What follows belongs to an exercise in optimizing a design on an open flow for small area, a short achievable clock period and few clock cycles per item; a production flow would make more cautious choices.
The RTL was checked by simulation tests, not by an equivalence proof against the original design.
Power is estimated from default activity; no workload was simulated.

**config.mk**
```make
export PLATFORM = sky130hd
export DESIGN_NAME = popcount_unit
export DESIGN_NICKNAME = popcount_unit
export VERILOG_FILES = /design/flow/design.v
export SDC_FILE = /design/flow/constraint.sdc
export NUM_CORES = 4
export LEC_CHECK = 0
export CAP_MARGIN = 20
export CORE_MARGIN = 2
export CORE_UTILIZATION = 60
export SETUP_SLACK_MARGIN = 3.6
export SLEW_MARGIN = 20
export SYNTH_HIERARCHICAL = 1
export SYNTH_MINIMUM_KEEP_SIZE = 0
```
**constraint.sdc**
```tcl
create_clock -name core_clock -period 7.0 [get_ports {clk}]
set_input_delay 1.4000 -clock core_clock [delete_from_list [all_inputs] [get_ports {clk}]]
set_output_delay 1.4000 -clock core_clock [all_outputs]
set_load 0.01 [all_outputs]
```
**design.v**
```verilog
module popcount_unit (
    input  wire         clk,
    input  wire         rst,         
    input  wire         in_valid,
    input  wire [1:0]   op,          
    input  wire [127:0] operand,
    output reg          out_valid,
    output reg  [7:0]   result,
    output reg          valid,
    output reg          illegal,
    output reg  [2:0]   strategy
);
    wire fs1;
    wire fc2;
    wire fs3;
    wire fc4;
    wire fs5;
    wire fc6;
    wire fs7;
    wire fc8;
    wire fs9;
    wire fc10;
    wire fs11;
    wire fc12;
    wire fs13;
    wire fc14;
    wire fs15;
    wire fc16;
    wire fs17;
    wire fc18;
    wire fs19;
    wire fc20;
    wire fs21;
    wire fc22;
    wire fs23;
    wire fc24;
    wire fs25;
    wire fc26;
    wire fs27;
    wire fc28;
    wire fs29;
    wire fc30;
    wire fs31;
    wire fc32;
    wire fs33;
    wire fc34;
    wire fs35;
    wire fc36;
    wire fs37;
    wire fc38;
    wire fs39;
    wire fc40;
    wire fs41;
    wire fc42;
    wire fs43;
    wire fc44;
    wire fs45;
    wire fc46;
    wire fs47;
    wire fc48;
    wire fs49;
    wire fc50;
    wire fs51;
    wire fc52;
    wire fs53;
    wire fc54;
    wire fs55;
    wire fc56;
    wire fs57;
    wire fc58;
    wire fs59;
    wire fc60;
    wire fs61;
    wire fc62;
    wire fs63;
    wire fc64;
    wire fs65;
    wire fc66;
    wire fs67;
    wire fc68;
    wire fs69;
    wire fc70;
    wire fs71;
    wire fc72;
    wire fs73;
    wire fc74;
    wire fs75;
    wire fc76;
    wire fs77;
    wire fc78;
    wire fs79;
    wire fc80;
    wire fs81;
    wire fc82;
    wire fs83;
    wire fc84;
    wire fs85;
    wire fc86;
    wire fs87;
    wire fc88;
    wire fs89;
    wire fc90;
    wire fs91;
    wire fc92;
    wire fs93;
    wire fc94;
    wire fs95;
    wire fc96;
    wire fs97;
    wire fc98;
    wire fs99;
    wire fc100;
    wire fs101;
    wire fc102;
    wire fs103;
    wire fc104;
    wire fs105;
    wire fc106;
    wire fs107;
    wire fc108;
    wire fs109;
    wire fc110;
    wire fs111;
    wire fc112;
    wire fs113;
    wire fc114;
    wire fs115;
    wire fc116;
    wire fs117;
    wire fc118;
    wire fs119;
    wire fc120;
    wire fs121;
    wire fc122;
    wire fs123;
    wire fc124;
    wire fs125;
    wire fc126;
    wire fs127;
    wire fc128;
    wire fs129;
    wire fc130;
    wire fs131;
    wire fc132;
    wire fs133;
    wire fc134;
    wire fs135;
    wire fc136;
    wire fs137;
    wire fc138;
    wire fs139;
    wire fc140;
    wire fs141;
    wire fc142;
    wire fs143;
    wire fc144;
    wire fs145;
    wire fc146;
    wire fs147;
    wire fc148;
    wire fs149;
    wire fc150;
    wire fs151;
    wire fc152;
    wire fs153;
    wire fc154;
    wire fs155;
    wire fc156;
    wire fs157;
    wire fc158;
    wire fs159;
    wire fc160;
    wire fs161;
    wire fc162;
    wire fs163;
    wire fc164;
    wire fs165;
    wire fc166;
    wire fs167;
    wire fc168;
    wire fs169;
    wire fc170;
    wire fs171;
    wire fc172;
    wire fs173;
    wire fc174;
    wire fs175;
    wire fc176;
    wire fs177;
    wire fc178;
    wire fs179;
    wire fc180;
    wire fs181;
    wire fc182;
    wire fs183;
    wire fc184;
    wire fs185;
    wire fc186;
    wire fs187;
    wire fc188;
    wire fs189;
    wire fc190;
    wire fs191;
    wire fc192;
    wire fs193;
    wire fc194;
    wire fs195;
    wire fc196;
    wire fs197;
    wire fc198;
    wire fs199;
    wire fc200;
    wire fs201;
    wire fc202;
    wire es203;
    wire ez204;
    wire es205;
    wire ez206;
    wire es207;
    wire ez208;
    wire es209;
    wire ez210;
    wire es211;
    wire ez212;
    wire es213;
    wire ez214;
    wire es215;
    wire ez216;
    wire es217;
    wire ez218;
    wire es219;
    wire ez220;
    wire es221;
    wire ez222;
    wire es223;
    wire ez224;
    wire es225;
    wire ez226;
    wire es227;
    wire ez228;
    wire es229;
    wire ez230;
    wire es231;
    wire ez232;
    wire es233;
    wire ez234;
    wire es235;
    wire ez236;
    wire es237;
    wire ez238;
    wire es239;
    wire ez240;
    wire es241;
    wire ez242;
    wire es243;
    wire ez244;
    wire es245;
    wire ez246;
    wire es247;
    wire ez248;
    wire es249;
    wire ez250;
    wire es251;
    wire ez252;
    wire es253;
    wire ez254;
    wire es255;
    wire ez256;
    wire es257;
    wire ez258;
    wire es259;
    wire ez260;
    wire es261;
    wire ez262;
    wire es263;
    wire ez264;
    wire es265;
    wire ez266;
    wire es267;
    wire ez268;
    wire es269;
    wire ez270;
    wire es271;
    wire ez272;
    wire es273;
    wire ez274;
    wire es275;
    wire ez276;
    wire es277;
    wire ez278;
    wire es279;
    wire ez280;
    wire es281;
    wire ez282;
    wire es283;
    wire ez284;
    wire es285;
    wire ez286;
    wire es287;
    wire ez288;
    wire es289;
    wire ez290;
    wire es291;
    wire ez292;
    wire es293;
    wire ez294;
    wire es295;
    wire ez296;
    wire es297;
    wire ez298;
    wire es299;
    wire ez300;
    wire es301;
    wire ez302;
    wire es303;
    wire ez304;
    wire es305;
    wire ez306;
    wire es307;
    wire ez308;
    wire es309;
    wire ez310;
    wire es311;
    wire ez312;
    wire es313;
    wire ez314;
    wire es315;
    wire ez316;
    wire es317;
    wire ez318;
    wire es319;
    wire ez320;
    wire es321;
    wire ez322;
    wire es323;
    wire ez324;
    wire es325;
    wire ez326;
    wire es327;
    wire ez328;
    wire es329;
    wire ez330;
    wire es331;
    wire ez332;
    wire em333;
    wire es334;
    wire ez335;
    wire em336;
    wire es337;
    wire ez338;
    wire em339;
    wire es340;
    wire ez341;
    wire em342;
    wire es343;
    wire ez344;
    wire em345;
    wire es346;
    wire ez347;
    wire em348;
    wire es349;
    wire ez350;
    wire em351;
    wire es352;
    wire ez353;
    wire em354;
    wire es355;
    wire ez356;
    wire em357;
    wire es358;
    wire ez359;
    wire em360;
    wire es361;
    wire ez362;
    wire em363;
    wire es364;
    wire ez365;
    wire em366;
    wire es367;
    wire ez368;
    wire em369;
    wire es370;
    wire ez371;
    wire em372;
    wire es373;
    wire ez374;
    wire em375;
    wire es376;
    wire ez377;
    wire em378;
    wire es379;
    wire ez380;
    wire em381;
    wire es382;
    wire ez383;
    wire em384;
    wire es385;
    wire ez386;
    wire em387;
    wire es388;
    wire ez389;
    wire em390;
    wire es391;
    wire ez392;
    wire em393;
    wire es394;
    wire ez395;
    wire em396;
    wire es397;
    wire ez398;
    wire em399;
    wire es400;
    wire ez401;
    wire em402;
    wire es403;
    wire ez404;
    wire em405;
    wire es406;
    wire ez407;
    wire em408;
    wire es409;
    wire ez410;
    wire em411;
    wire es412;
    wire ez413;
    wire em414;
    wire es415;
    wire ez416;
    wire em417;
    wire es418;
    wire ez419;
    wire em420;
    wire es421;
    wire ez422;
    wire em423;
    wire es424;
    wire ez425;
    wire em426;
    wire es427;
    wire ez428;
    wire em429;
    wire em430;
    wire es431;
    wire ez432;
    wire em433;
    wire em434;
    wire es435;
    wire ez436;
    wire em437;
    wire em438;
    wire es439;
    wire ez440;
    wire em441;
    wire em442;
    wire es443;
    wire ez444;
    wire em445;
    wire em446;
    wire es447;
    wire ez448;
    wire em449;
    wire em450;
    wire es451;
    wire ez452;
    wire em453;
    wire em454;
    wire es455;
    wire ez456;
    wire em457;
    wire em458;
    wire es459;
    wire ez460;
    wire em461;
    wire em462;
    wire es463;
    wire ez464;
    wire em465;
    wire em466;
    wire es467;
    wire ez468;
    wire em469;
    wire em470;
    wire es471;
    wire ez472;
    wire em473;
    wire em474;
    wire es475;
    wire ez476;
    wire em477;
    wire em478;
    wire es479;
    wire ez480;
    wire em481;
    wire em482;
    wire es483;
    wire ez484;
    wire em485;
    wire em486;
    wire es487;
    wire ez488;
    wire em489;
    wire em490;
    wire es491;
    wire ez492;
    wire em493;
    wire em494;
    wire em495;
    wire es496;
    wire ez497;
    wire em498;
    wire em499;
    wire em500;
    wire es501;
    wire ez502;
    wire em503;
    wire em504;
    wire em505;
    wire es506;
    wire ez507;
    wire em508;
    wire em509;
    wire em510;
    wire es511;
    wire ez512;
    wire em513;
    wire em514;
    wire em515;
    wire es516;
    wire ez517;
    wire em518;
    wire em519;
    wire em520;
    wire es521;
    wire ez522;
    wire em523;
    wire em524;
    wire em525;
    wire es526;
    wire ez527;
    wire em528;
    wire em529;
    wire em530;
    wire es531;
    wire ez532;
    wire em533;
    wire em534;
    wire em535;
    wire em536;
    wire es537;
    wire ez538;
    wire em539;
    wire em540;
    wire em541;
    wire em542;
    wire es543;
    wire ez544;
    wire em545;
    wire em546;
    wire em547;
    wire em548;
    wire es549;
    wire ez550;
    wire em551;
    wire em552;
    wire em553;
    wire em554;
    wire es555;
    wire ez556;
    wire em557;
    wire em558;
    wire em559;
    wire em560;
    wire em561;
    wire es562;
    wire ez563;
    wire em564;
    wire em565;
    wire em566;
    wire em567;
    wire em568;
    wire fs569;
    wire fc570;
    wire fs571;
    wire fc572;
    wire fs573;
    wire fc574;
    wire fs575;
    wire fc576;
    wire fs577;
    wire fc578;
    wire fs579;
    wire fc580;
    wire fs581;
    wire fc582;
    wire fs583;
    wire fc584;
    wire fs585;
    wire fc586;
    wire fs587;
    wire fc588;
    wire fs589;
    wire fc590;
    wire fs591;
    wire fc592;
    wire fs593;
    wire fc594;
    wire fs595;
    wire fc596;
    wire fs597;
    wire fc598;
    wire fs599;
    wire fc600;
    wire fs601;
    wire fc602;
    wire fs603;
    wire fc604;
    wire fs605;
    wire fc606;
    wire es607;
    wire ez608;
    wire em609;
    wire em610;
    wire em611;
    wire em612;
    wire em613;
    wire em614;
    wire ispop615;
    wire isscan616;
    wire ra617;
    wire rb618;
    wire ra619;
    wire ra620;
    wire ra621;
    wire ra622;
    wire ra623;
    wire ra624;
    wire ra625;
    wire vl626;
    wire il627;
    reg pc0_r1_0;
    reg pc0_r1_1;
    reg pc1_r1_2;
    reg pc1_r1_3;
    reg pc1_r1_4;
    reg pc1_r1_5;
    reg pc1_r1_6;
    reg pc1_r1_7;
    reg pc1_r1_8;
    reg pc2_r1_9;
    reg pc2_r1_10;
    reg pc2_r1_11;
    reg pc2_r1_12;
    reg pc2_r1_13;
    reg pc2_r1_14;
    reg pc2_r1_15;
    reg pc2_r1_16;
    reg pc2_r1_17;
    reg pc2_r1_18;
    reg pc3_r1_19;
    reg pc3_r1_20;
    reg pc3_r1_21;
    reg pc3_r1_22;
    reg pc3_r1_23;
    reg pc3_r1_24;
    reg pc3_r1_25;
    reg pc4_r1_26;
    reg ez_r1_27;
    reg ei_r1_28;
    reg ei_r1_29;
    reg ei_r1_30;
    reg ei_r1_31;
    reg ei_r1_32;
    reg ei_r1_33;
    reg ez_r1_34;
    reg ei_r1_35;
    reg ei_r1_36;
    reg ei_r1_37;
    reg ei_r1_38;
    reg ei_r1_39;
    reg ei_r1_40;
    reg op0_r1_41;
    reg op1_r1_42;
    reg ra0_r2_43;
    reg rb0_r2_44;
    reg ra1_r2_45;
    reg ra2_r2_46;
    reg ra3_r2_47;
    reg ra4_r2_48;
    reg ra5_r2_49;
    reg ra6_r2_50;
    reg valid_r2_51;
    reg ill_r2_52;
    reg ispop_r2_53;
    reg vld_r1, vld_r2;
    fa3 u_fs1 (.a(operand[0]), .b(operand[100]), .c(operand[101]), .s(fs1), .co(fc2));
    fa3 u_fs3 (.a(operand[102]), .b(operand[103]), .c(operand[104]), .s(fs3), .co(fc4));
    fa3 u_fs5 (.a(operand[105]), .b(operand[106]), .c(operand[107]), .s(fs5), .co(fc6));
    fa3 u_fs7 (.a(operand[108]), .b(operand[109]), .c(operand[10]), .s(fs7), .co(fc8));
    fa3 u_fs9 (.a(operand[110]), .b(operand[111]), .c(operand[112]), .s(fs9), .co(fc10));
    fa3 u_fs11 (.a(operand[113]), .b(operand[114]), .c(operand[115]), .s(fs11), .co(fc12));
    fa3 u_fs13 (.a(operand[116]), .b(operand[117]), .c(operand[118]), .s(fs13), .co(fc14));
    fa3 u_fs15 (.a(operand[119]), .b(operand[11]), .c(operand[120]), .s(fs15), .co(fc16));
    fa3 u_fs17 (.a(operand[121]), .b(operand[122]), .c(operand[123]), .s(fs17), .co(fc18));
    fa3 u_fs19 (.a(operand[124]), .b(operand[125]), .c(operand[126]), .s(fs19), .co(fc20));
    fa3 u_fs21 (.a(operand[127]), .b(operand[12]), .c(operand[13]), .s(fs21), .co(fc22));
    fa3 u_fs23 (.a(operand[14]), .b(operand[15]), .c(operand[16]), .s(fs23), .co(fc24));
    fa3 u_fs25 (.a(operand[17]), .b(operand[18]), .c(operand[19]), .s(fs25), .co(fc26));
    fa3 u_fs27 (.a(operand[1]), .b(operand[20]), .c(operand[21]), .s(fs27), .co(fc28));
    fa3 u_fs29 (.a(operand[22]), .b(operand[23]), .c(operand[24]), .s(fs29), .co(fc30));
    fa3 u_fs31 (.a(operand[25]), .b(operand[26]), .c(operand[27]), .s(fs31), .co(fc32));
    fa3 u_fs33 (.a(operand[28]), .b(operand[29]), .c(operand[2]), .s(fs33), .co(fc34));
    fa3 u_fs35 (.a(operand[30]), .b(operand[31]), .c(operand[32]), .s(fs35), .co(fc36));
    fa3 u_fs37 (.a(operand[33]), .b(operand[34]), .c(operand[35]), .s(fs37), .co(fc38));
    fa3 u_fs39 (.a(operand[36]), .b(operand[37]), .c(operand[38]), .s(fs39), .co(fc40));
    fa3 u_fs41 (.a(operand[39]), .b(operand[3]), .c(operand[40]), .s(fs41), .co(fc42));
    fa3 u_fs43 (.a(operand[41]), .b(operand[42]), .c(operand[43]), .s(fs43), .co(fc44));
    fa3 u_fs45 (.a(operand[44]), .b(operand[45]), .c(operand[46]), .s(fs45), .co(fc46));
    fa3 u_fs47 (.a(operand[47]), .b(operand[48]), .c(operand[49]), .s(fs47), .co(fc48));
    fa3 u_fs49 (.a(operand[4]), .b(operand[50]), .c(operand[51]), .s(fs49), .co(fc50));
    fa3 u_fs51 (.a(operand[52]), .b(operand[53]), .c(operand[54]), .s(fs51), .co(fc52));
    fa3 u_fs53 (.a(operand[55]), .b(operand[56]), .c(operand[57]), .s(fs53), .co(fc54));
    fa3 u_fs55 (.a(operand[58]), .b(operand[59]), .c(operand[5]), .s(fs55), .co(fc56));
    fa3 u_fs57 (.a(operand[60]), .b(operand[61]), .c(operand[62]), .s(fs57), .co(fc58));
    fa3 u_fs59 (.a(operand[63]), .b(operand[64]), .c(operand[65]), .s(fs59), .co(fc60));
    fa3 u_fs61 (.a(operand[66]), .b(operand[67]), .c(operand[68]), .s(fs61), .co(fc62));
    fa3 u_fs63 (.a(operand[69]), .b(operand[6]), .c(operand[70]), .s(fs63), .co(fc64));
    fa3 u_fs65 (.a(operand[71]), .b(operand[72]), .c(operand[73]), .s(fs65), .co(fc66));
    fa3 u_fs67 (.a(operand[74]), .b(operand[75]), .c(operand[76]), .s(fs67), .co(fc68));
    fa3 u_fs69 (.a(operand[77]), .b(operand[78]), .c(operand[79]), .s(fs69), .co(fc70));
    fa3 u_fs71 (.a(operand[7]), .b(operand[80]), .c(operand[81]), .s(fs71), .co(fc72));
    fa3 u_fs73 (.a(operand[82]), .b(operand[83]), .c(operand[84]), .s(fs73), .co(fc74));
    fa3 u_fs75 (.a(operand[85]), .b(operand[86]), .c(operand[87]), .s(fs75), .co(fc76));
    fa3 u_fs77 (.a(operand[88]), .b(operand[89]), .c(operand[8]), .s(fs77), .co(fc78));
    fa3 u_fs79 (.a(operand[90]), .b(operand[91]), .c(operand[92]), .s(fs79), .co(fc80));
    fa3 u_fs81 (.a(operand[93]), .b(operand[94]), .c(operand[95]), .s(fs81), .co(fc82));
    fa3 u_fs83 (.a(operand[96]), .b(operand[97]), .c(operand[98]), .s(fs83), .co(fc84));
    fa3 u_fs85 (.a(fc10), .b(fc12), .c(fc14), .s(fs85), .co(fc86));
    fa3 u_fs87 (.a(fc16), .b(fc18), .c(fc2), .s(fs87), .co(fc88));
    fa3 u_fs89 (.a(fc20), .b(fc22), .c(fc24), .s(fs89), .co(fc90));
    fa3 u_fs91 (.a(fc26), .b(fc28), .c(fc30), .s(fs91), .co(fc92));
    fa3 u_fs93 (.a(fc32), .b(fc34), .c(fc36), .s(fs93), .co(fc94));
    fa3 u_fs95 (.a(fc38), .b(fc4), .c(fc40), .s(fs95), .co(fc96));
    fa3 u_fs97 (.a(fc42), .b(fc44), .c(fc46), .s(fs97), .co(fc98));
    fa3 u_fs99 (.a(fc48), .b(fc50), .c(fc52), .s(fs99), .co(fc100));
    fa3 u_fs101 (.a(fc54), .b(fc56), .c(fc58), .s(fs101), .co(fc102));
    fa3 u_fs103 (.a(fc6), .b(fc60), .c(fc62), .s(fs103), .co(fc104));
    fa3 u_fs105 (.a(fc64), .b(fc66), .c(fc68), .s(fs105), .co(fc106));
    fa3 u_fs107 (.a(fc70), .b(fc72), .c(fc74), .s(fs107), .co(fc108));
    fa3 u_fs109 (.a(fc76), .b(fc78), .c(fc8), .s(fs109), .co(fc110));
    fa3 u_fs111 (.a(fc80), .b(fc82), .c(fc84), .s(fs111), .co(fc112));
    fa3 u_fs113 (.a(operand[99]), .b(operand[9]), .c(fs1), .s(fs113), .co(fc114));
    fa3 u_fs115 (.a(fs11), .b(fs13), .c(fs15), .s(fs115), .co(fc116));
    fa3 u_fs117 (.a(fs17), .b(fs19), .c(fs21), .s(fs117), .co(fc118));
    fa3 u_fs119 (.a(fs23), .b(fs25), .c(fs27), .s(fs119), .co(fc120));
    fa3 u_fs121 (.a(fs29), .b(fs3), .c(fs31), .s(fs121), .co(fc122));
    fa3 u_fs123 (.a(fs33), .b(fs35), .c(fs37), .s(fs123), .co(fc124));
    fa3 u_fs125 (.a(fs39), .b(fs41), .c(fs43), .s(fs125), .co(fc126));
    fa3 u_fs127 (.a(fs45), .b(fs47), .c(fs49), .s(fs127), .co(fc128));
    fa3 u_fs129 (.a(fs5), .b(fs51), .c(fs53), .s(fs129), .co(fc130));
    fa3 u_fs131 (.a(fs55), .b(fs57), .c(fs59), .s(fs131), .co(fc132));
    fa3 u_fs133 (.a(fs61), .b(fs63), .c(fs65), .s(fs133), .co(fc134));
    fa3 u_fs135 (.a(fs67), .b(fs69), .c(fs7), .s(fs135), .co(fc136));
    fa3 u_fs137 (.a(fs71), .b(fs73), .c(fs75), .s(fs137), .co(fc138));
    fa3 u_fs139 (.a(fs77), .b(fs79), .c(fs81), .s(fs139), .co(fc140));
    fa3 u_fs141 (.a(fc100), .b(fc102), .c(fc104), .s(fs141), .co(fc142));
    fa3 u_fs143 (.a(fc106), .b(fc108), .c(fc110), .s(fs143), .co(fc144));
    fa3 u_fs145 (.a(fc112), .b(fc86), .c(fc88), .s(fs145), .co(fc146));
    fa3 u_fs147 (.a(fc90), .b(fc92), .c(fc94), .s(fs147), .co(fc148));
    fa3 u_fs149 (.a(fc114), .b(fc116), .c(fc118), .s(fs149), .co(fc150));
    fa3 u_fs151 (.a(fc120), .b(fc122), .c(fc124), .s(fs151), .co(fc152));
    fa3 u_fs153 (.a(fc126), .b(fc128), .c(fc130), .s(fs153), .co(fc154));
    fa3 u_fs155 (.a(fc132), .b(fc134), .c(fc136), .s(fs155), .co(fc156));
    fa3 u_fs157 (.a(fc138), .b(fc140), .c(fs101), .s(fs157), .co(fc158));
    fa3 u_fs159 (.a(fs103), .b(fs105), .c(fs107), .s(fs159), .co(fc160));
    fa3 u_fs161 (.a(fs109), .b(fs111), .c(fs85), .s(fs161), .co(fc162));
    fa3 u_fs163 (.a(fs87), .b(fs89), .c(fs91), .s(fs163), .co(fc164));
    fa3 u_fs165 (.a(fs93), .b(fs95), .c(fs97), .s(fs165), .co(fc166));
    fa3 u_fs167 (.a(fs83), .b(fs9), .c(fs113), .s(fs167), .co(fc168));
    fa3 u_fs169 (.a(fs115), .b(fs117), .c(fs119), .s(fs169), .co(fc170));
    fa3 u_fs171 (.a(fs121), .b(fs123), .c(fs125), .s(fs171), .co(fc172));
    fa3 u_fs173 (.a(fs127), .b(fs129), .c(fs131), .s(fs173), .co(fc174));
    fa3 u_fs175 (.a(fs133), .b(fs135), .c(fs137), .s(fs175), .co(fc176));
    fa3 u_fs177 (.a(fc142), .b(fc144), .c(fc146), .s(fs177), .co(fc178));
    fa3 u_fs179 (.a(fc96), .b(fc98), .c(fc150), .s(fs179), .co(fc180));
    fa3 u_fs181 (.a(fc152), .b(fc154), .c(fc156), .s(fs181), .co(fc182));
    fa3 u_fs183 (.a(fc158), .b(fc160), .c(fc162), .s(fs183), .co(fc184));
    fa3 u_fs185 (.a(fc164), .b(fc166), .c(fs141), .s(fs185), .co(fc186));
    fa3 u_fs187 (.a(fs143), .b(fs145), .c(fs147), .s(fs187), .co(fc188));
    fa3 u_fs189 (.a(fs99), .b(fc168), .c(fc170), .s(fs189), .co(fc190));
    fa3 u_fs191 (.a(fc172), .b(fc174), .c(fc176), .s(fs191), .co(fc192));
    fa3 u_fs193 (.a(fs149), .b(fs151), .c(fs153), .s(fs193), .co(fc194));
    fa3 u_fs195 (.a(fs155), .b(fs157), .c(fs159), .s(fs195), .co(fc196));
    fa3 u_fs197 (.a(fs161), .b(fs163), .c(fs165), .s(fs197), .co(fc198));
    fa3 u_fs199 (.a(fs139), .b(fs167), .c(fs169), .s(fs199), .co(fc200));
    fa3 u_fs201 (.a(fs171), .b(fs173), .c(fs175), .s(fs201), .co(fc202));
    assign es203 = op[1] ? operand[1] : ~operand[0];
    assign ez204 = operand[0] | operand[1];
    assign es205 = op[1] ? operand[3] : ~operand[2];
    assign ez206 = operand[2] | operand[3];
    assign es207 = op[1] ? operand[5] : ~operand[4];
    assign ez208 = operand[4] | operand[5];
    assign es209 = op[1] ? operand[7] : ~operand[6];
    assign ez210 = operand[6] | operand[7];
    assign es211 = op[1] ? operand[9] : ~operand[8];
    assign ez212 = operand[8] | operand[9];
    assign es213 = op[1] ? operand[11] : ~operand[10];
    assign ez214 = operand[10] | operand[11];
    assign es215 = op[1] ? operand[13] : ~operand[12];
    assign ez216 = operand[12] | operand[13];
    assign es217 = op[1] ? operand[15] : ~operand[14];
    assign ez218 = operand[14] | operand[15];
    assign es219 = op[1] ? operand[17] : ~operand[16];
    assign ez220 = operand[16] | operand[17];
    assign es221 = op[1] ? operand[19] : ~operand[18];
    assign ez222 = operand[18] | operand[19];
    assign es223 = op[1] ? operand[21] : ~operand[20];
    assign ez224 = operand[20] | operand[21];
    assign es225 = op[1] ? operand[23] : ~operand[22];
    assign ez226 = operand[22] | operand[23];
    assign es227 = op[1] ? operand[25] : ~operand[24];
    assign ez228 = operand[24] | operand[25];
    assign es229 = op[1] ? operand[27] : ~operand[26];
    assign ez230 = operand[26] | operand[27];
    assign es231 = op[1] ? operand[29] : ~operand[28];
    assign ez232 = operand[28] | operand[29];
    assign es233 = op[1] ? operand[31] : ~operand[30];
    assign ez234 = operand[30] | operand[31];
    assign es235 = op[1] ? operand[33] : ~operand[32];
    assign ez236 = operand[32] | operand[33];
    assign es237 = op[1] ? operand[35] : ~operand[34];
    assign ez238 = operand[34] | operand[35];
    assign es239 = op[1] ? operand[37] : ~operand[36];
    assign ez240 = operand[36] | operand[37];
    assign es241 = op[1] ? operand[39] : ~operand[38];
    assign ez242 = operand[38] | operand[39];
    assign es243 = op[1] ? operand[41] : ~operand[40];
    assign ez244 = operand[40] | operand[41];
    assign es245 = op[1] ? operand[43] : ~operand[42];
    assign ez246 = operand[42] | operand[43];
    assign es247 = op[1] ? operand[45] : ~operand[44];
    assign ez248 = operand[44] | operand[45];
    assign es249 = op[1] ? operand[47] : ~operand[46];
    assign ez250 = operand[46] | operand[47];
    assign es251 = op[1] ? operand[49] : ~operand[48];
    assign ez252 = operand[48] | operand[49];
    assign es253 = op[1] ? operand[51] : ~operand[50];
    assign ez254 = operand[50] | operand[51];
    assign es255 = op[1] ? operand[53] : ~operand[52];
    assign ez256 = operand[52] | operand[53];
    assign es257 = op[1] ? operand[55] : ~operand[54];
    assign ez258 = operand[54] | operand[55];
    assign es259 = op[1] ? operand[57] : ~operand[56];
    assign ez260 = operand[56] | operand[57];
    assign es261 = op[1] ? operand[59] : ~operand[58];
    assign ez262 = operand[58] | operand[59];
    assign es263 = op[1] ? operand[61] : ~operand[60];
    assign ez264 = operand[60] | operand[61];
    assign es265 = op[1] ? operand[63] : ~operand[62];
    assign ez266 = operand[62] | operand[63];
    assign es267 = op[1] ? operand[65] : ~operand[64];
    assign ez268 = operand[64] | operand[65];
    assign es269 = op[1] ? operand[67] : ~operand[66];
    assign ez270 = operand[66] | operand[67];
    assign es271 = op[1] ? operand[69] : ~operand[68];
    assign ez272 = operand[68] | operand[69];
    assign es273 = op[1] ? operand[71] : ~operand[70];
    assign ez274 = operand[70] | operand[71];
    assign es275 = op[1] ? operand[73] : ~operand[72];
    assign ez276 = operand[72] | operand[73];
    assign es277 = op[1] ? operand[75] : ~operand[74];
    assign ez278 = operand[74] | operand[75];
    assign es279 = op[1] ? operand[77] : ~operand[76];
    assign ez280 = operand[76] | operand[77];
    assign es281 = op[1] ? operand[79] : ~operand[78];
    assign ez282 = operand[78] | operand[79];
    assign es283 = op[1] ? operand[81] : ~operand[80];
    assign ez284 = operand[80] | operand[81];
    assign es285 = op[1] ? operand[83] : ~operand[82];
    assign ez286 = operand[82] | operand[83];
    assign es287 = op[1] ? operand[85] : ~operand[84];
    assign ez288 = operand[84] | operand[85];
    assign es289 = op[1] ? operand[87] : ~operand[86];
    assign ez290 = operand[86] | operand[87];
    assign es291 = op[1] ? operand[89] : ~operand[88];
    assign ez292 = operand[88] | operand[89];
    assign es293 = op[1] ? operand[91] : ~operand[90];
    assign ez294 = operand[90] | operand[91];
    assign es295 = op[1] ? operand[93] : ~operand[92];
    assign ez296 = operand[92] | operand[93];
    assign es297 = op[1] ? operand[95] : ~operand[94];
    assign ez298 = operand[94] | operand[95];
    assign es299 = op[1] ? operand[97] : ~operand[96];
    assign ez300 = operand[96] | operand[97];
    assign es301 = op[1] ? operand[99] : ~operand[98];
    assign ez302 = operand[98] | operand[99];
    assign es303 = op[1] ? operand[101] : ~operand[100];
    assign ez304 = operand[100] | operand[101];
    assign es305 = op[1] ? operand[103] : ~operand[102];
    assign ez306 = operand[102] | operand[103];
    assign es307 = op[1] ? operand[105] : ~operand[104];
    assign ez308 = operand[104] | operand[105];
    assign es309 = op[1] ? operand[107] : ~operand[106];
    assign ez310 = operand[106] | operand[107];
    assign es311 = op[1] ? operand[109] : ~operand[108];
    assign ez312 = operand[108] | operand[109];
    assign es313 = op[1] ? operand[111] : ~operand[110];
    assign ez314 = operand[110] | operand[111];
    assign es315 = op[1] ? operand[113] : ~operand[112];
    assign ez316 = operand[112] | operand[113];
    assign es317 = op[1] ? operand[115] : ~operand[114];
    assign ez318 = operand[114] | operand[115];
    assign es319 = op[1] ? operand[117] : ~operand[116];
    assign ez320 = operand[116] | operand[117];
    assign es321 = op[1] ? operand[119] : ~operand[118];
    assign ez322 = operand[118] | operand[119];
    assign es323 = op[1] ? operand[121] : ~operand[120];
    assign ez324 = operand[120] | operand[121];
    assign es325 = op[1] ? operand[123] : ~operand[122];
    assign ez326 = operand[122] | operand[123];
    assign es327 = op[1] ? operand[125] : ~operand[124];
    assign ez328 = operand[124] | operand[125];
    assign es329 = op[1] ? operand[127] : ~operand[126];
    assign ez330 = operand[126] | operand[127];
    assign es331 = op[1] ? ez206 : ~ez204;
    assign ez332 = ez204 | ez206;
    assign em333 = es331 ? es205 : es203;
    assign es334 = op[1] ? ez210 : ~ez208;
    assign ez335 = ez208 | ez210;
    assign em336 = es334 ? es209 : es207;
    assign es337 = op[1] ? ez214 : ~ez212;
    assign ez338 = ez212 | ez214;
    assign em339 = es337 ? es213 : es211;
    assign es340 = op[1] ? ez218 : ~ez216;
    assign ez341 = ez216 | ez218;
    assign em342 = es340 ? es217 : es215;
    assign es343 = op[1] ? ez222 : ~ez220;
    assign ez344 = ez220 | ez222;
    assign em345 = es343 ? es221 : es219;
    assign es346 = op[1] ? ez226 : ~ez224;
    assign ez347 = ez224 | ez226;
    assign em348 = es346 ? es225 : es223;
    assign es349 = op[1] ? ez230 : ~ez228;
    assign ez350 = ez228 | ez230;
    assign em351 = es349 ? es229 : es227;
    assign es352 = op[1] ? ez234 : ~ez232;
    assign ez353 = ez232 | ez234;
    assign em354 = es352 ? es233 : es231;
    assign es355 = op[1] ? ez238 : ~ez236;
    assign ez356 = ez236 | ez238;
    assign em357 = es355 ? es237 : es235;
    assign es358 = op[1] ? ez242 : ~ez240;
    assign ez359 = ez240 | ez242;
    assign em360 = es358 ? es241 : es239;
    assign es361 = op[1] ? ez246 : ~ez244;
    assign ez362 = ez244 | ez246;
    assign em363 = es361 ? es245 : es243;
    assign es364 = op[1] ? ez250 : ~ez248;
    assign ez365 = ez248 | ez250;
    assign em366 = es364 ? es249 : es247;
    assign es367 = op[1] ? ez254 : ~ez252;
    assign ez368 = ez252 | ez254;
    assign em369 = es367 ? es253 : es251;
    assign es370 = op[1] ? ez258 : ~ez256;
    assign ez371 = ez256 | ez258;
    assign em372 = es370 ? es257 : es255;
    assign es373 = op[1] ? ez262 : ~ez260;
    assign ez374 = ez260 | ez262;
    assign em375 = es373 ? es261 : es259;
    assign es376 = op[1] ? ez266 : ~ez264;
    assign ez377 = ez264 | ez266;
    assign em378 = es376 ? es265 : es263;
    assign es379 = op[1] ? ez270 : ~ez268;
    assign ez380 = ez268 | ez270;
    assign em381 = es379 ? es269 : es267;
    assign es382 = op[1] ? ez274 : ~ez272;
    assign ez383 = ez272 | ez274;
    assign em384 = es382 ? es273 : es271;
    assign es385 = op[1] ? ez278 : ~ez276;
    assign ez386 = ez276 | ez278;
    assign em387 = es385 ? es277 : es275;
    assign es388 = op[1] ? ez282 : ~ez280;
    assign ez389 = ez280 | ez282;
    assign em390 = es388 ? es281 : es279;
    assign es391 = op[1] ? ez286 : ~ez284;
    assign ez392 = ez284 | ez286;
    assign em393 = es391 ? es285 : es283;
    assign es394 = op[1] ? ez290 : ~ez288;
    assign ez395 = ez288 | ez290;
    assign em396 = es394 ? es289 : es287;
    assign es397 = op[1] ? ez294 : ~ez292;
    assign ez398 = ez292 | ez294;
    assign em399 = es397 ? es293 : es291;
    assign es400 = op[1] ? ez298 : ~ez296;
    assign ez401 = ez296 | ez298;
    assign em402 = es400 ? es297 : es295;
    assign es403 = op[1] ? ez302 : ~ez300;
    assign ez404 = ez300 | ez302;
    assign em405 = es403 ? es301 : es299;
    assign es406 = op[1] ? ez306 : ~ez304;
    assign ez407 = ez304 | ez306;
    assign em408 = es406 ? es305 : es303;
    assign es409 = op[1] ? ez310 : ~ez308;
    assign ez410 = ez308 | ez310;
    assign em411 = es409 ? es309 : es307;
    assign es412 = op[1] ? ez314 : ~ez312;
    assign ez413 = ez312 | ez314;
    assign em414 = es412 ? es313 : es311;
    assign es415 = op[1] ? ez318 : ~ez316;
    assign ez416 = ez316 | ez318;
    assign em417 = es415 ? es317 : es315;
    assign es418 = op[1] ? ez322 : ~ez320;
    assign ez419 = ez320 | ez322;
    assign em420 = es418 ? es321 : es319;
    assign es421 = op[1] ? ez326 : ~ez324;
    assign ez422 = ez324 | ez326;
    assign em423 = es421 ? es325 : es323;
    assign es424 = op[1] ? ez330 : ~ez328;
    assign ez425 = ez328 | ez330;
    assign em426 = es424 ? es329 : es327;
    assign es427 = op[1] ? ez335 : ~ez332;
    assign ez428 = ez332 | ez335;
    assign em429 = es427 ? em336 : em333;
    assign em430 = es427 ? es334 : es331;
    assign es431 = op[1] ? ez341 : ~ez338;
    assign ez432 = ez338 | ez341;
    assign em433 = es431 ? em342 : em339;
    assign em434 = es431 ? es340 : es337;
    assign es435 = op[1] ? ez347 : ~ez344;
    assign ez436 = ez344 | ez347;
    assign em437 = es435 ? em348 : em345;
    assign em438 = es435 ? es346 : es343;
    assign es439 = op[1] ? ez353 : ~ez350;
    assign ez440 = ez350 | ez353;
    assign em441 = es439 ? em354 : em351;
    assign em442 = es439 ? es352 : es349;
    assign es443 = op[1] ? ez359 : ~ez356;
    assign ez444 = ez356 | ez359;
    assign em445 = es443 ? em360 : em357;
    assign em446 = es443 ? es358 : es355;
    assign es447 = op[1] ? ez365 : ~ez362;
    assign ez448 = ez362 | ez365;
    assign em449 = es447 ? em366 : em363;
    assign em450 = es447 ? es364 : es361;
    assign es451 = op[1] ? ez371 : ~ez368;
    assign ez452 = ez368 | ez371;
    assign em453 = es451 ? em372 : em369;
    assign em454 = es451 ? es370 : es367;
    assign es455 = op[1] ? ez377 : ~ez374;
    assign ez456 = ez374 | ez377;
    assign em457 = es455 ? em378 : em375;
    assign em458 = es455 ? es376 : es373;
    assign es459 = op[1] ? ez383 : ~ez380;
    assign ez460 = ez380 | ez383;
    assign em461 = es459 ? em384 : em381;
    assign em462 = es459 ? es382 : es379;
    assign es463 = op[1] ? ez389 : ~ez386;
    assign ez464 = ez386 | ez389;
    assign em465 = es463 ? em390 : em387;
    assign em466 = es463 ? es388 : es385;
    assign es467 = op[1] ? ez395 : ~ez392;
    assign ez468 = ez392 | ez395;
    assign em469 = es467 ? em396 : em393;
    assign em470 = es467 ? es394 : es391;
    assign es471 = op[1] ? ez401 : ~ez398;
    assign ez472 = ez398 | ez401;
    assign em473 = es471 ? em402 : em399;
    assign em474 = es471 ? es400 : es397;
    assign es475 = op[1] ? ez407 : ~ez404;
    assign ez476 = ez404 | ez407;
    assign em477 = es475 ? em408 : em405;
    assign em478 = es475 ? es406 : es403;
    assign es479 = op[1] ? ez413 : ~ez410;
    assign ez480 = ez410 | ez413;
    assign em481 = es479 ? em414 : em411;
    assign em482 = es479 ? es412 : es409;
    assign es483 = op[1] ? ez419 : ~ez416;
    assign ez484 = ez416 | ez419;
    assign em485 = es483 ? em420 : em417;
    assign em486 = es483 ? es418 : es415;
    assign es487 = op[1] ? ez425 : ~ez422;
    assign ez488 = ez422 | ez425;
    assign em489 = es487 ? em426 : em423;
    assign em490 = es487 ? es424 : es421;
    assign es491 = op[1] ? ez432 : ~ez428;
    assign ez492 = ez428 | ez432;
    assign em493 = es491 ? em433 : em429;
    assign em494 = es491 ? em434 : em430;
    assign em495 = es491 ? es431 : es427;
    assign es496 = op[1] ? ez440 : ~ez436;
    assign ez497 = ez436 | ez440;
    assign em498 = es496 ? em441 : em437;
    assign em499 = es496 ? em442 : em438;
    assign em500 = es496 ? es439 : es435;
    assign es501 = op[1] ? ez448 : ~ez444;
    assign ez502 = ez444 | ez448;
    assign em503 = es501 ? em449 : em445;
    assign em504 = es501 ? em450 : em446;
    assign em505 = es501 ? es447 : es443;
    assign es506 = op[1] ? ez456 : ~ez452;
    assign ez507 = ez452 | ez456;
    assign em508 = es506 ? em457 : em453;
    assign em509 = es506 ? em458 : em454;
    assign em510 = es506 ? es455 : es451;
    assign es511 = op[1] ? ez464 : ~ez460;
    assign ez512 = ez460 | ez464;
    assign em513 = es511 ? em465 : em461;
    assign em514 = es511 ? em466 : em462;
    assign em515 = es511 ? es463 : es459;
    assign es516 = op[1] ? ez472 : ~ez468;
    assign ez517 = ez468 | ez472;
    assign em518 = es516 ? em473 : em469;
    assign em519 = es516 ? em474 : em470;
    assign em520 = es516 ? es471 : es467;
    assign es521 = op[1] ? ez480 : ~ez476;
    assign ez522 = ez476 | ez480;
    assign em523 = es521 ? em481 : em477;
    assign em524 = es521 ? em482 : em478;
    assign em525 = es521 ? es479 : es475;
    assign es526 = op[1] ? ez488 : ~ez484;
    assign ez527 = ez484 | ez488;
    assign em528 = es526 ? em489 : em485;
    assign em529 = es526 ? em490 : em486;
    assign em530 = es526 ? es487 : es483;
    assign es531 = op[1] ? ez497 : ~ez492;
    assign ez532 = ez492 | ez497;
    assign em533 = es531 ? em498 : em493;
    assign em534 = es531 ? em499 : em494;
    assign em535 = es531 ? em500 : em495;
    assign em536 = es531 ? es496 : es491;
    assign es537 = op[1] ? ez507 : ~ez502;
    assign ez538 = ez502 | ez507;
    assign em539 = es537 ? em508 : em503;
    assign em540 = es537 ? em509 : em504;
    assign em541 = es537 ? em510 : em505;
    assign em542 = es537 ? es506 : es501;
    assign es543 = op[1] ? ez517 : ~ez512;
    assign ez544 = ez512 | ez517;
    assign em545 = es543 ? em518 : em513;
    assign em546 = es543 ? em519 : em514;
    assign em547 = es543 ? em520 : em515;
    assign em548 = es543 ? es516 : es511;
    assign es549 = op[1] ? ez527 : ~ez522;
    assign ez550 = ez522 | ez527;
    assign em551 = es549 ? em528 : em523;
    assign em552 = es549 ? em529 : em524;
    assign em553 = es549 ? em530 : em525;
    assign em554 = es549 ? es526 : es521;
    assign es555 = op[1] ? ez538 : ~ez532;
    assign ez556 = ez532 | ez538;
    assign em557 = es555 ? em539 : em533;
    assign em558 = es555 ? em540 : em534;
    assign em559 = es555 ? em541 : em535;
    assign em560 = es555 ? em542 : em536;
    assign em561 = es555 ? es537 : es531;
    assign es562 = op[1] ? ez550 : ~ez544;
    assign ez563 = ez544 | ez550;
    assign em564 = es562 ? em551 : em545;
    assign em565 = es562 ? em552 : em546;
    assign em566 = es562 ? em553 : em547;
    assign em567 = es562 ? em554 : em548;
    assign em568 = es562 ? es549 : es543;
    fa3 u_fs569 (.a(pc1_r1_2), .b(pc1_r1_3), .c(pc1_r1_4), .s(fs569), .co(fc570));
    fa3 u_fs571 (.a(pc1_r1_5), .b(pc1_r1_6), .c(pc1_r1_7), .s(fs571), .co(fc572));
    fa3 u_fs573 (.a(pc2_r1_10), .b(pc2_r1_11), .c(pc2_r1_12), .s(fs573), .co(fc574));
    fa3 u_fs575 (.a(pc2_r1_13), .b(pc2_r1_14), .c(pc2_r1_15), .s(fs575), .co(fc576));
    fa3 u_fs577 (.a(pc2_r1_16), .b(pc2_r1_17), .c(pc2_r1_18), .s(fs577), .co(fc578));
    fa3 u_fs579 (.a(pc3_r1_19), .b(pc3_r1_20), .c(pc3_r1_21), .s(fs579), .co(fc580));
    fa3 u_fs581 (.a(pc3_r1_22), .b(pc3_r1_23), .c(pc3_r1_24), .s(fs581), .co(fc582));
    fa3 u_fs583 (.a(pc2_r1_9), .b(fc570), .c(fc572), .s(fs583), .co(fc584));
    fa3 u_fs585 (.a(pc3_r1_25), .b(fc574), .c(fc576), .s(fs585), .co(fc586));
    fa3 u_fs587 (.a(pc4_r1_26), .b(fc580), .c(fc582), .s(fs587), .co(fc588));
    fa3 u_fs589 (.a(pc1_r1_8), .b(fs569), .c(fs571), .s(fs589), .co(fc590));
    fa3 u_fs591 (.a(fs573), .b(fs575), .c(fs577), .s(fs591), .co(fc592));
    fa3 u_fs593 (.a(fc578), .b(fs579), .c(fs581), .s(fs593), .co(fc594));
    fa3 u_fs595 (.a(fc584), .b(fc592), .c(fs585), .s(fs595), .co(fc596));
    fa3 u_fs597 (.a(fc586), .b(fc594), .c(fs587), .s(fs597), .co(fc598));
    fa3 u_fs599 (.a(fc590), .b(fs583), .c(fs591), .s(fs599), .co(fc600));
    fa3 u_fs601 (.a(fs593), .b(fc600), .c(fs595), .s(fs601), .co(fc602));
    fa3 u_fs603 (.a(fc596), .b(fs597), .c(fc602), .s(fs603), .co(fc604));
    fa3 u_fs605 (.a(fc588), .b(fc598), .c(fc604), .s(fs605), .co(fc606));
    assign es607 = op1_r1_42 ? ez_r1_34 : ~ez_r1_27;
    assign ez608 = ez_r1_27 | ez_r1_34;
    assign em609 = es607 ? ei_r1_35 : ei_r1_28;
    assign em610 = es607 ? ei_r1_36 : ei_r1_29;
    assign em611 = es607 ? ei_r1_37 : ei_r1_30;
    assign em612 = es607 ? ei_r1_38 : ei_r1_31;
    assign em613 = es607 ? ei_r1_39 : ei_r1_32;
    assign em614 = es607 ? ei_r1_40 : ei_r1_33;
    assign ispop615 = ~op1_r1_42 & ~op0_r1_41;
    assign isscan616 = (op1_r1_42 ^ op0_r1_41) & ez608;
    assign ra617 = (ispop615 & pc0_r1_0) | (isscan616 & em609);
    assign rb618 = ispop615 & pc0_r1_1;
    assign ra619 = (ispop615 & fs589) | (isscan616 & em610);
    assign ra620 = (ispop615 & fs599) | (isscan616 & em611);
    assign ra621 = (ispop615 & fs601) | (isscan616 & em612);
    assign ra622 = (ispop615 & fs603) | (isscan616 & em613);
    assign ra623 = (ispop615 & fs605) | (isscan616 & em614);
    assign ra624 = (ispop615 & fc606) | (isscan616 & es607);
    assign ra625 = 1'b0;
    assign vl626 = ispop615 | isscan616;
    assign il627 = op1_r1_42 & op0_r1_41;
    always @(posedge clk) begin
        pc0_r1_0 <= fs199;
        pc0_r1_1 <= fs201;
        pc1_r1_2 <= fc200;
        pc1_r1_3 <= fc202;
        pc1_r1_4 <= fs189;
        pc1_r1_5 <= fs191;
        pc1_r1_6 <= fs193;
        pc1_r1_7 <= fs195;
        pc1_r1_8 <= fs197;
        pc2_r1_9 <= fc190;
        pc2_r1_10 <= fc192;
        pc2_r1_11 <= fc194;
        pc2_r1_12 <= fc196;
        pc2_r1_13 <= fc198;
        pc2_r1_14 <= fs179;
        pc2_r1_15 <= fs181;
        pc2_r1_16 <= fs183;
        pc2_r1_17 <= fs185;
        pc2_r1_18 <= fs187;
        pc3_r1_19 <= fc148;
        pc3_r1_20 <= fs177;
        pc3_r1_21 <= fc180;
        pc3_r1_22 <= fc182;
        pc3_r1_23 <= fc184;
        pc3_r1_24 <= fc186;
        pc3_r1_25 <= fc188;
        pc4_r1_26 <= fc178;
        ez_r1_27 <= ez556;
        ei_r1_28 <= em557;
        ei_r1_29 <= em558;
        ei_r1_30 <= em559;
        ei_r1_31 <= em560;
        ei_r1_32 <= em561;
        ei_r1_33 <= es555;
        ez_r1_34 <= ez563;
        ei_r1_35 <= em564;
        ei_r1_36 <= em565;
        ei_r1_37 <= em566;
        ei_r1_38 <= em567;
        ei_r1_39 <= em568;
        ei_r1_40 <= es562;
        op0_r1_41 <= op[0];
        op1_r1_42 <= op[1];
        ra0_r2_43 <= ra617;
        rb0_r2_44 <= rb618;
        ra1_r2_45 <= ra619;
        ra2_r2_46 <= ra620;
        ra3_r2_47 <= ra621;
        ra4_r2_48 <= ra622;
        ra5_r2_49 <= ra623;
        ra6_r2_50 <= ra624;
        valid_r2_51 <= vl626;
        ill_r2_52 <= il627;
        ispop_r2_53 <= ispop615;
    end
    always @(posedge clk) begin
        if (rst) begin
            vld_r1 <= 1'b0;
            vld_r2 <= 1'b0;
        end else begin
            vld_r1 <= in_valid;
            vld_r2 <= vld_r1;
        end
    end
    wire [7:0] row_a = {1'b0, ra6_r2_50, ra5_r2_49, ra4_r2_48, ra3_r2_47, ra2_r2_46, ra1_r2_45, ra0_r2_43};
    wire [7:0] row_b = {1'b0, 1'b0, 1'b0, 1'b0, 1'b0, 1'b0, 1'b0, rb0_r2_44};
    wire [7:0] sum = row_a + row_b;
    always @* begin
        out_valid = vld_r2;
        result    = sum;
        valid     = valid_r2_51;
        illegal   = ill_r2_52;
        if (ispop_r2_53)
            strategy = (sum[7:4] == 4'd0) ? 3'b010 : 3'b001;
        else
            strategy = {1'b1, ill_r2_52, ill_r2_52};
    end
endmodule
module fa3 (input wire a, input wire b, input wire c, output wire s, output wire co);
    assign s  = a ^ b ^ c;
    assign co = (a & b) | (a & c) | (b & c);
endmodule
```
**run.sh**
```bash
#!/bin/bash
# synth_recipe.tcl (not shown) runs the flow's synth.tcl, then flattens the netlist and writes it again
# the make line also repeats each setting of config.mk as NAME=value (left out here)
make -C /OpenROAD-flow-scripts/flow DESIGN_CONFIG=/design/flow/config.mk WORK_HOME=/design/flow/orfs CLKGATE_MAP_FILE= SYNTH_SCRIPT=/design/flow/synth_recipe.tcl finish
```
==> flow_metrics.tcl, run 1 <==
set metrics [dict create \
    status "timing/DRC/antenna clean" \
    final_cell_area_um2 8473 \
    drt_iter0_drc 534 \
    min_period_ps 3411 \
    grt_max_degree 87 \
    rsz0062_at_grt "yes" \
    r2r_end "ra5_r2_49$_DFF_P_" \
    synth_xor_area_share_pct 0.6353 \
    ff2ff_path_depth 8 \
    worstPathRequired_ps 7170 \
    routed_wl_um 20970 \
    drv_cap 0 \
    yosys_warnings 7 \
    fin_tns_setup_ps 0 \
    ir_drop_mv 0.2584 \
    synth-compound-area-share_pct 19.19 \
    crit_path_end "pc0_r1_1$_DFF_P_" \
    synth-seq-cells 56 \
    drc 0 \
    clk_pin_slew_worst_paths_ps 70 \
    skew_ps 7.135 \
    htree_levels 2 \
    ys_types 73 \
    synth_top_family_by_area "adder cells" \
    initial_core_util_pct 60.89 \
    diodes 0 \
    dieArea_um2 12360 \
    syn_nets 947 \
    design.core.area_um2 11320 \
    grt_util_met2_pct 58.94 \
    numClockSinks 56 \
    crit_path_end_kind "flip-flop" \
    portBuffers 146 \
    ant_nets 0 \
    clock-root-buffer "clkbuf_16" \
    use_met3_pct 3.062 \
    grt_pass1_vias 6273 \
    synth_simple_gate_area_share_pct 18.77 \
    grt-ovfl-total 0 \
    postSynthAreaPerCell_um2 9.990 \
    synth.largest_area_cell "fa_1" \
    r2r-start "pc2_r1_13$_DFF_P_" \
    cp-startpoint "operand[55]" \
    die_y_um 111.2 \
    power.density_nw_per_um2 289.4 \
    gp_congestion 0.9613 \
    vias 6409 \
    clk-insertion-delay-late_ps 290 \
    setup_viol 0 \
    drive_gt1_share_pct 30.32 \
    synth-main-ff-cell "dfxtp_1" \
    critPathTopFamily "adder cells" \
    slew_violations 0 \
    path_common_cell "fa_1" \
    timing.setup.critical_path_class "in2reg" \
    cp.depth 5 \
    synth_top_area_share_pct 34.85 \
    async_flop_share_pct 0 \
    netlist_area_um2 6893 \
    antenna_found_initial 0 \
    clockBufferDepth 2 \
    yosysSeqAreaShare_pct 16.26 \
    cp-start-kind "input port" \
    die_width_um 111.2 \
    cp_max_fo 4 \
    top_usage_layer "met2" \
    nNetsFinal 1088 \
    synth-edff-count 0 \
    dp_hpwl_um 16920 \
    synthAdderAreaFrac_pct 35.58 \
    grt_pass1_wl_um 32990 \
    wire_per_inst_um 21.53 \
    ios 147 \
    r2r_slack_ps 3660 \
    first_pass_iters 7 \
    viasPerCell 6.580 \
    area_delta_synth_final_pct 22.93 \
    crit_arrival_ps 3580 \
    relSlewSlack_pct 50.62 \
    yosys-top-cells-area "fa_1, dfxtp_1, mux2i_1" \
    synth_mux_area_share_pct 6.680 \
    fmax_mhz 293.2 \
    synthCells 690 \
    tightestPinTransition_ps 733.0 \
    hold_viol_final 0 \
    cpPeakStageDelay_ps 570 \
    crit_buf_inv 1 \
    grt_usage_pct 33.57 \
    p_leak_nw 3.198 \
    placed_cell_area_um2 8442 \
    cts_inserted_buffers 5 \
    crit_chain "buf_2 > fa_1 > fa_1 > fa_1 > fa_1" \
    post-route-period-util_pct 48.73 \
    cp_slowest_cell "fa_1" \
    use_met1_pct 44.76 \
    placementRows 39 \
    tritoncts "yes" \
    hp-class "reg2reg" \
]
==> layer usage <==
metal / part of all wire (%) / up-vias
met5: 0 / -
met4: 3.6 / 0
met3: 6.7 / 48
met2: 51 / 338
met1: 39 / 3165
li1: - / 2858
==> per-module statistics from Yosys, one instance, submodules excluded <==
module | copies in the design | flip-flops and latches
fa3 | 120 | 0
popcount_unit | 1 | 56
==> cell type report <==
type	instances	area [µm²]
Sequential cell	56	1124
Clock buffer	5	125.1
Tap cell	143	178.9
Inverter	14	65.06
Fill cell	824	2848
Multi-Input combinational cell	598	5808
Clock inverter	2	60.06
Timing Repair Buffer	156	1112
==> cell families after synthesis <==
group	count (synthesis)
adders and majority gates	124
xor gates and xnor gates	5
and+or+nand+nor	226
AOI/OAI and AO/OA	199
DFF	56
buffers and inverters	36
muxes	44
==> how the worst min path moves through the flow <==
| stage | from | endpoint | cells after the start | slack [ps] |
|---|---|---|---|---|
| after floorplan | pc0_r1_0$_DFF_P_ | ra0_r2_43$_DFF_P_ | 2 | 410 |
| final | pc0_r1_0$_DFF_P_ | ra0_r2_43$_DFF_P_ | 2 | 450 |
| after detailed placement | pc0_r1_0$_DFF_P_ | ra0_r2_43$_DFF_P_ | 2 | 430 |
| after global routing | pc0_r1_0$_DFF_P_ | ra0_r2_43$_DFF_P_ | 2 | 480 |
| after CTS | pc0_r1_0$_DFF_P_ | ra0_r2_43$_DFF_P_ | 2 | 450 |
| after global placement | pc0_r1_0$_DFF_P_ | ra0_r2_43$_DFF_P_ | 2 | 430 |
==> cells in the final DEF (no fill, tap or decap), types with 6 or more instances in the layout <==
| cell | n |
|---|---|
| fa_2 | 45 |
| mux2i_1 | 37 |
| o21ai_0 | 40 |
| o21a_1 | 8 |
| o31ai_1 | 25 |
| a31oi_1 | 9 |
| or4_1 | 7 |
| buf_2 | 91 |
| dfxtp_1 | 54 |
| nor4_2 | 18 |
| nor2b_1 | 6 |
| a21oi_1 | 55 |
| nand2_1 | 56 |
| nand4_1 | 6 |
| clkdlybuf4s50_1 | 15 |
| buf_6 | 21 |
| inv_1 | 13 |
| a211oi_1 | 6 |
| nor3_1 | 29 |
| nand3_1 | 11 |
| mux2_2 | 6 |
| o211ai_1 | 8 |
| buf_4 | 14 |
| fa_1 | 75 |
| nor2_1 | 46 |
| nor4_1 | 10 |
==> cell usage after synthesis, drive strengths merged (3+ instances only) <==
library cell and instances:
a2111oi 4, a211oi 6, a21o 3, a21oi 56, a221oi 4, a31o 3
a31oi 10, and2 3, and3 5, buf 14, clkbuf 8, dfxtp 56
fa 120, ha 4, inv 14, mux2 6, mux2i 37, nand2 57
nand3 12, nand3b 3, nand4 7, nor2 47, nor2b 7, nor3 29
nor3b 4, nor4 33, o211ai 9, o21a 8, o21ai 47, o311ai 5
o31ai 27, or4 10, xnor2 3
==> tightest hold or removal path, cell delays in order (launching register included) <==
cell and delay (ps):
dfxtp_1 310, nand2_1 50, o21ai_0 60
==> power by group <==
group / internal [mW] / leakage [nW] / switching (mW)
Combinational: 0.775 / 2.64 / 0.833
Sequential: 0.445 / 0.471 / 0.0819
Clock: 0.203 / 0.0899 / 0.114
Total: 1.42 / 3.20 / 1.03
==> metrics by stage <==
step | power, mW | hold slack [ps] | setup slack, ps | std cells | util (%)
after floorplan | 1.483 | 405.6 | 3496 | 690 | -
after global placement | 1.975 | 426.9 | 2805 | 958 | 74.57
after detailed placement | 2.042 | 431.3 | 2778 | 958 | 74.57
after CTS | 2.375 | 447.8 | 3475 | 968 | 73.96
after global routing | 2.703 | 477.8 | 3504 | 974 | 74.85
final | 2.452 | 448.9 | 3589 | 974 | 74.85
==> timing repair <==
item	in CTS	in global routing
pin swaps	65	31
resized for setup	552	105
setup endpoints to repair	38	19
hold buffers	0	0
setup buffers	3	6
Testbench counts, summed over its fixed seeds: cycles 4,008, items 4,000.
==> run 2: changes to the inputs <==
==> flow/run.sh (new file) <==
#!/bin/bash
# Layout flow: the standard layout (standard.sh, all ORFS steps from
# synthesis to finish), with the input and output port buffers placed as
# sky130_fd_sc_hd__buf_1 cells instead of the cell buffer_ports picks by
# itself. Each step's full log stays under orfs/logs/; the output of make
# goes to flow_make.log in this folder.
set -euo pipefail
export BUFFER_PORTS_ARGS="-buffer_cell sky130_fd_sc_hd__buf_1"
bash standard.sh > flow_make.log 2>&1
==> standard.sh (new file) <==
#!/bin/bash
# synth_recipe.tcl (not shown) runs the flow's synth.tcl, then flattens the netlist and writes it again
# the make line also repeats each setting of config.mk as NAME=value (left out here)
make -C /OpenROAD-flow-scripts/flow DESIGN_CONFIG=/design/flow/config.mk WORK_HOME=/design/flow/orfs CLKGATE_MAP_FILE= SYNTH_SCRIPT=/design/flow/synth_recipe.tcl "${@:-finish}"
removed: run.sh
==> flow_metrics.tcl, run 2 <==
set metrics [dict create \
    yosysSeqAreaShare_pct 16.26 \
    worstPathRequired_ps 7180 \
    final_cell_mix "fa_1, nand2_1, a21oi_1" \
    dieArea_um2 12360 \
    crit_path_end_kind "flip-flop" \
    synth_xor_area_share_pct 0.6353 \
    synth-seq-cells 56 \
    crit_arrival_ps 3610 \
    design.core.area_um2 11320 \
    cts_inserted_buffers 5 \
    fin_tns_setup_ps 0 \
    p_leak_nw 3.103 \
    synth-main-ff-cell "dfxtp_1" \
    die_width_um 111.2 \
    grt-ovfl-total 0 \
    first_pass_iters 5 \
    timing.setup.critical_path_class "in2reg" \
    viasPerCell 6.368 \
    nNetsFinal 1087 \
    r2r-start "pc2_r1_13$_DFF_P_" \
    yosys_warnings 7 \
    clk-insertion-delay-late_ps 300 \
    ant_nets 0 \
    synth.largest_area_cell "fa_1" \
    portBuffers 146 \
    hold_viol_final 0 \
    grt_usage_pct 31.88 \
    slew_violations 0 \
    synthAdderAreaFrac_pct 35.58 \
    dp_hpwl_um 16230 \
    placementRows 39 \
    hold_start "pc0_r1_1$_DFF_P_" \
    grt_max_degree 91 \
    drc 0 \
    cp-start-kind "input port" \
    relSlewSlack_pct 48.01 \
    antenna_found_initial 0 \
    post-route-period-util_pct 48.98 \
    holdPathEnd "rb0_r2_44$_DFF_P_" \
    async_flop_share_pct 0 \
    synth-compound-area-share_pct 19.19 \
    netlist_area_um2 6893 \
    area_delta_synth_final_pct 19.89 \
    drv_cap 0 \
    placed_cell_area_um2 7535 \
    use_met1_pct 43.08 \
    diodes 0 \
    htree_levels 2 \
    clock-root-buffer "clkbuf_16" \
    r2r_slack_ps 3700 \
    numClockSinks 56 \
    ys_types 73 \
    yosysMostFrequentCell "fa_1" \
    pwr-share-clk_pct 11.2 \
    synth_top_area_share_pct 34.85 \
    gp_congestion 0.9417 \
    p_sw_mw 1.013 \
    drt_iter0_drc 452 \
    use_met3_pct 3.663 \
    grt_pass1_vias 6033 \
    grt_pass1_wl_um 31120 \
    yosys-top-cells-area "fa_1, dfxtp_1, mux2i_1" \
    status "timing/DRC/antenna clean" \
    fillers 822 \
    p_int_mw 1.312 \
    sw_frac_of_total_pct 43.56 \
    vias 6202 \
    syn_nets 947 \
    setup_viol 0 \
    die_y_um 111.2 \
    grt_util_met2_pct 55.20 \
    tightestPinTransition_ps 774.7 \
    postSynthAreaPerCell_um2 9.990 \
    clockBufferDepth 2 \
    drive_gt1_share_pct 26.84 \
    seqPwrFrac_pct 22.4 \
    finish.utilization_pct 73.00 \
    top_usage_layer "met2" \
    synth-edff-count 0 \
    rsz0062_at_grt "yes" \
    dp_slack_ps 2902 \
    final_common_cell "fa_1" \
    hold_depth 1 \
    ff2ff_path_depth 8 \
    clk_pin_slew_worst_paths_ps 80 \
    ios 147 \
    hp-class "reg2reg" \
    skew_ps 6.345 \
    synth_top_family_by_area "adder cells" \
    fmax_mhz 291.7 \
    synth_simple_gate_area_share_pct 18.77 \
    cp_max_fo 4 \
    multi_input_area_um2 5712 \
    routed_wl_um 19520 \
    ff_latch_area_um2 1125 \
    min_period_ps 3429 \
    final_cell_area_um2 8264 \
    wire_per_inst_um 20.04 \
    ir_drop_mv 0.3002 \
    synth_common_cells "fa_1, nand2_1, dfxtp_1" \
    tritoncts "yes" \
    power.density_nw_per_um2 281.3 \
    synth_mux_area_share_pct 6.680 \
    fin_ws_ps 3571 \
    r2r_end "ra5_r2_49$_DFF_P_" \
    total_power_mw 2.324 \
    synthCells 690 \
    pwr-share-comb_pct 66.4 \
    holdBufCountCts 0 \
    initial_core_util_pct 60.89 \
]
[run 2: timing repair]
action,4_1_cts,5_1_grt
endpoints found under the setup margin,28,15
pin swaps,32,36
cloned,0,0
buffers inserted,3,5
resized for setup,157,90
[run 2: layout make-up]
class / count / share of cell area (%)
Timing Repair Buffer: 155 / 12.60
Sequential cell: 56 / 13.61
Clock inverter: 3 / 0.3331
Tap cell: 143 / 2.165
Clock buffer: 5 / 1.514
Inverter: 14 / 0.6662
Multi-Input combinational cell: 598 / 69.11
[run 2: through the flow]
step	cells	hold slack, ps
2_1_floorplan	690	405.6
3_3_place_gp	958	428.6
3_5_place_dp	958	424.9
4_1_cts	969	442.1
5_1_grt	974	478.7
6_report	974	448.9
[run 2: logic make-up (layout without fill, tap and decap cells)]
| group | count (synthesis) | count (layout) |
|---|---|---|
| buffers and inverters | 36 | 177 |
| flip-flops | 56 | 56 |
| AO/OA/AOI/OAI | 199 | 199 |
| multiplexers | 44 | 44 |
| XOR/XNOR | 5 | 5 |
| adder cells (fa/ha/maj) | 124 | 124 |
| AND/OR/NAND/NOR | 226 | 226 |
[run 2: power by group through the flow]
| stage | clock [mW] | combinational [mW] | sequential, mW |
|---|---|---|---|
| after floorplan | 0 | 0.984 | 0.499 |
| after global placement | 0 | 1.37 | 0.520 |
| after detailed placement | 0 | 1.48 | 0.521 |
| after CTS | 0.260 | 1.51 | 0.518 |
| after global routing | 0.272 | 1.77 | 0.531 |
| final | 0.261 | 1.54 | 0.520 |
[run 2: worst max-delay path: stages]
cell and delay, ps:
buf_6 110, fa_2 590, fa_2 460, fa_2 630, fa_1 420
[run 2: worst max-delay path by stage]
stage               depth (start not counted)  slack, ps               end               from
floorplan                                   4       3500  pc0_r1_1$_DFF_P_        operand[44]
global placement                            8       2990  ei_r1_28$_DFF_P_              op[1]
detailed placement                          8       2900  ei_r1_28$_DFF_P_              op[1]
CTS                                         5       3580  pc0_r1_1$_DFF_P_        operand[72]
global route                                9       3430       strategy[0]  rb0_r2_44$_DFF_P_
finish                                      5       3570  pc0_r1_1$_DFF_P_        operand[87]
[run 2: per-module statistics from Yosys (local to each module, per instance)]
module         cells inside  times used
popcount_unit           570           1
fa3                       1         120
[run 2: per-layer routing]
layer | vias to the layer above | routed length, µm
met4 | 0 | 522
met5 | - | 0
met1 | 3013 | 7856
li1 | 2853 | -
met2 | 299 | 9813
met3 | 37 | 1323

[port drivers added, routing unchanged]
The flow's constraints put no driver on any port. The routed layouts listed below were extracted and timed again, unchanged, in two steps. Step 1: set_driving_cell puts a clkbuf_16 on clk and a buf_2 on each other input, an assumption about the parent block. Step 2, shift: input delay + t, output delay - t, t = (earliest + latest rising clock arrival at the registers) / 2. This alone moves slack from input paths to output paths. a / b / c = ideal / step 1 / step 2; a / b = the first two.
run	shift t [ns]	slack for setup (ns)	hold WS [ns]	pins driven straight from the clock port
run 1	0.321	3.589 / 3.559 / 3.271	0.449 / 0.449 / 0.449	1
run 2	0.326	3.571 / 3.547 / 3.247	0.449 / 0.449 / 0.449	1
After both steps setup and hold are still met in every run listed. For run 2, which loses most, drivers alone change the setup slack by -0.024 ns; drivers and shift together by -0.324 ns.
